Source: an optimization exercise on an open RTL-to-GDS flow (aim: a short achievable clock period and few clock cycles). Production flows keep margins and buffers that such runs may drop. The RTL was checked by simulation tests, not by an equivalence proof against the original design. No activity file was given, so power comes from the tool's default toggle rates.

## swx_top
module swx_top (
    input  wire        clk,
    input  wire        rst,
    input  wire        req_valid,
    input  wire [7:0]  req_data,
    output wire        req_ready,
    output reg         res_valid,
    output reg         res_ok,
    output reg  [39:0] res_data,
    output reg         fault,
    output reg  [2:0]  fault_code,
    output reg  [7:0]  fault_info,
    output reg         bus_valid,
    output reg  [7:0]  bus_data,
    output reg         bus_last,
    input  wire        bus_ready,
    input  wire [7:0]  bus_rdata,
    output reg         ce,
    output reg  [2:0]  pstate,
    output reg         wait_valid,
    output reg  [2:0]  wait_id,
    output reg  [31:0] wait_us,
    input  wire        wait_ready,
    output reg         rxb_we,
    output reg  [5:0]  rxb_addr,
    output reg  [7:0]  rxb_wdata
);
For scale: roughly 3700 cells after synthesis, roughly 140 I/O pins.
export LEC_CHECK = 0
export ABC_CLOCK_PERIOD_IN_PS = 3000
export CAP_MARGIN = 20
export CORE_MARGIN = 2
export CORE_UTILIZATION = 40
export SLEW_MARGIN = 20
export SYNTH_HIERARCHICAL = 1
export SYNTH_MINIMUM_KEEP_SIZE = 0
create_clock -name core_clock -period 10.0 [get_ports {clk}]
standard.sh (not shown) runs the stock make flow with config.mk's settings and CLKGATE_MAP_FILE= SYNTH_SCRIPT=/design/flow/synth_recipe.tcl, a recipe that flattens the netlist after the stock synthesis.
==> flow/flow/run.sh <==
#!/bin/bash
# Layout flow: the standard ORFS flow (standard.sh, unchanged synthesis, floorplan,
# placement, CTS and routing), with the timing repair asked to aim for a setup slack of
# 7 ns at the design's 10 ns clock, so that it keeps improving the critical paths
# instead of stopping once the 10 ns period is met. Make's output goes to make.log here;
# each ORFS step also keeps its own log under orfs/logs/.
set -euo pipefail
cd "$(dirname "$0")/.."
bash standard.sh SETUP_SLACK_MARGIN=7 finish > make.log 2>&1
The first run ran to the end with no violations.
Testbench counts at the start, summed over its fixed seeds: cycles 19,285.
Next try:
--- a/flow/design.v
+++ b/flow/design.v
@@ -269,12 +269,14 @@
         X_BD_D  = 6'd47;                             
     reg [5:0]  st;
     reg        bus_valid_i, wait_valid_i, bus_last_i, ce_i;
     reg [7:0]  bus_data_i;
     reg [2:0]  wait_id_i;
     reg [31:0] wait_us_i;
+    reg [2:0]  fault_code_i;
+    reg [7:0]  fault_info_i;
     reg [4:0]  eop;
     reg [4:0]  em;
     reg        elong;
     reg [5:0]  elen;
     reg [5:0]  rc;
     reg [5:0]  bidx;
@@ -307,14 +309,14 @@
     reg [1:0]  isub_n;
     reg [3:0]  ik_n;
     reg        cfg_known_n;
     reg [7:0]  cfgsh_n;
     reg        xfirst_n, xp1_n, x20_n;
     reg        bv_n, bl_n, wv_n, ce_n, rv_n, ro_n, rw_n, f_n;
-    reg [7:0]  bd_n, rwd_n, fi_n;
-    reg [2:0]  wi_n, fc_n;
+    reg [7:0]  bd_n, rwd_n;
+    reg [2:0]  wi_n;
     reg [31:0] wu_n;
     reg [39:0] rd_n;
     reg [5:0]  ra_n;
     wire go = bus_valid_i ? bus_ready : (wait_valid_i ? wait_ready : 1'b1);
     reg  xq_pop, xw_pop;
     always @* begin
@@ -347,13 +349,13 @@
         xfirst_n = xfirst; xp1_n = xp1; x20_n = x20;
         bv_n = 1'b0; bd_n = bus_data_i; bl_n = bus_last_i;
         wv_n = 1'b0; wi_n = wait_id_i; wu_n = wait_us_i;
         ce_n = ce_i;
         rv_n = 1'b0; ro_n = 1'b0; rd_n = 40'd0;       
         rw_n = 1'b0; ra_n = bidx; rwd_n = bus_rdata;   
-        f_n = fault; fc_n = fault_code; fi_n = fault_info;
+        f_n = fault;
         xq_pop = 1'b0; xw_pop = 1'b0;
         if (bus_valid_i) begin
             xfirst_n = bus_last_i;
             xp1_n    = xfirst;
             if (xfirst) x20_n = (bus_data_i == 8'h20);
             if (bus_last_i && !xfirst && xp1 && x20) begin
@@ -401,13 +403,13 @@
                     OP_WAIT: begin
                         xw_pop = 1'b1;
                         wu_n = wh[31:0];
                         begin wv_n = 1'b1; wi_n = (3'd6); end st_n = X_CW_RES;
                     end
                     default: begin  
-                        f_n = 1'b1; fc_n = qk[2:0]; fi_n = qd; st_n = X_FAULT;
+                        f_n = 1'b1; st_n = X_FAULT;      
                     end
                 endcase
             end
             X_RR_C: begin begin bv_n = 1'b1; bd_n = (8'hFF); bl_n = (1'b1); end st_n = X_RR_D; end
             X_RR_D: begin rv_n = 1'b1; ro_n = (1'b0); rd_n = ({32'd0, bus_rdata}); st_n = X_IDLE; end
             X_WA_C: begin
@@ -600,12 +602,16 @@
         .go(go), .br(br),
         .a({1'b1, 1'b0, a_bd, a_bl}),
         .b({bv_n, wv_n, bd_n, bl_n}),
         .q({bus_valid_i, wait_valid_i, bus_data_i, bus_last_i}),
         .y(ho_y));
     swx_hold #(4) u_hold_o (.en(go), .d({ce_n, wi_n}), .q({ce_i, wait_id_i}), .y(hoc_y));
+    wire        f_ld = (st == X_IDLE) && qv && (qk > K_OPND);
+    wire [10:0] fi_y, fo_y;
+    swx_hold #(11) u_hold_fi (.en(f_ld), .d({qk[2:0], qd}), .q({fault_code_i, fault_info_i}), .y(fi_y));
+    swx_hold #(11) u_hold_fo (.en(f_ld), .d({qk[2:0], qd}), .q({fault_code_i, fault_info_i}), .y(fo_y));
     wire        wu_ld = (st == X_IDLE) && qv && (qk == OP_WAIT);
     wire [31:0] wui_y, wuo_y;
     swx_hold #(32) u_hold_wi (.en(wu_ld), .d(wh[31:0]), .q(wait_us_i), .y(wui_y));
     swx_hold #(32) u_hold_wo (.en(wu_ld), .d(wh[31:0]), .q(wait_us_i), .y(wuo_y));
     swx_hold #(HD) u_hold_d (
         .en(go),
@@ -631,13 +637,12 @@
             ist <= I_OP; iclosed <= 1'b0;
             st <= X_IDLE; cfg_known <= 1'b0; xfirst <= 1'b1;
             bus_valid <= 1'b0; wait_valid <= 1'b0; ce <= 1'b0; pstate <= PS_UNKNOWN;
             bus_valid_i <= 1'b0; wait_valid_i <= 1'b0; ce_i <= 1'b0;
             res_valid <= 1'b0; rxb_we <= 1'b0; fault <= 1'b0;
             res_ok <= 1'b0; res_data <= 40'd0; rxb_addr <= 6'd0; rxb_wdata <= 8'h00;
-            fault_code <= 3'd0; fault_info <= 8'h00;
         end else begin
             if (q_push) qwp <= qwp + 5'd1;
             {qrp, qhv} <= hq_y[5:0];
             if (w_push) wwp <= wwp + 4'd1;
             wrp <= hw_y;
             ir_v <= req_valid && req_ready_r;
@@ -646,13 +651,12 @@
             {st, cfg_known, xfirst, bus_valid_i, wait_valid_i, ce_i, pstate} <= hc_y[HC-1:12];
             {bus_valid, wait_valid} <= ho_y[10:9];
             ce <= hoc_y[3];
             fault <= f_n;
             res_ok <= ro_n; res_data <= rd_n;
             rxb_addr <= ra_n; rxb_wdata <= rwd_n;
-            fault_code <= fc_n; fault_info <= fi_n;
             {res_valid, rxb_we} <= hp_y;
         end
     end
     always @(posedge clk) begin
         qm[qwp[3:0]] <= q_in;
         wq[wwp[2:0]] <= w_in;
@@ -662,12 +666,14 @@
         ione <= ione_n; iacc <= iacc_n; ipok <= ipok_n; ipnz <= ipnz_n; ik10 <= ik10_n;
         {lph, rc, bidx, pcnt, lcnt, plcnt, isub, ik, cfgsh, xp1, x20, lcz, lc1, pc100} <= hd_y;
         {bus_data_i, bus_last_i, wait_id_i} <= hc_y[11:0];
         {bus_data, bus_last} <= ho_y[8:0];
         wait_id <= hoc_y[2:0];
         wait_us_i <= wui_y;
+        {fault_code_i, fault_info_i} <= fi_y;
+        {fault_code, fault_info} <= fo_y;
         wait_us <= wuo_y;
         eop <= eop_n; em <= em_n; elong <= elong_n; elen <= elen_n;
         rsp <= rsp_n; a40 <= a40_n; nlen <= nlen_n; nz <= nz_n; tok <= tok_n;
         if (st == X_BD_N) nraw <= bus_rdata;
     end
 endmodule
What happened:
- power climbs by 0.65%
- global-route usage falls by 0.61 points
- synthesized area rises by 1.8%
- utilization came out lower by 0.18 points
- die area went up by 1.8%
- via count climbs by 1.0%
Testbench counts after the change, summed over its fixed seeds: cycles 19,285.

-- static timing again, ports no longer ideal --
In the flow no input, the clock included, has a driving cell. The finished layouts below were timed again as built, in two steps.
Step 1 assumes that a clkbuf_16 drives the clock port and a buf_2 every other input.
Step 2 adds t to the input delays and takes it off the output delays; t is the mean of the earliest and latest rising clock arrival at the registers after step 1. Input paths then give back, and output paths get back, about the clock's delay inside the block.
Slacks: ideal / step 1 / step 2; pairs: ideal / step 1.
run	shift t [ns]	slack for setup (ns)	worst hold slack (ns)	worst setup path at the end	clock arrival spread, ns
the first run	0.748	6.865 / 6.793 / 6.333	0.446 / 0.446 / 0.446	input to register	0.057 / 0.057
the second run	0.760	6.808 / 6.732 / 6.413	0.479 / 0.479 / 0.479	input to register	0.056 / 0.057
After both steps setup and hold are still met in every run listed. For the first run, which loses most, drivers alone change the setup slack by -0.072 ns; drivers and shift together by -0.532 ns.
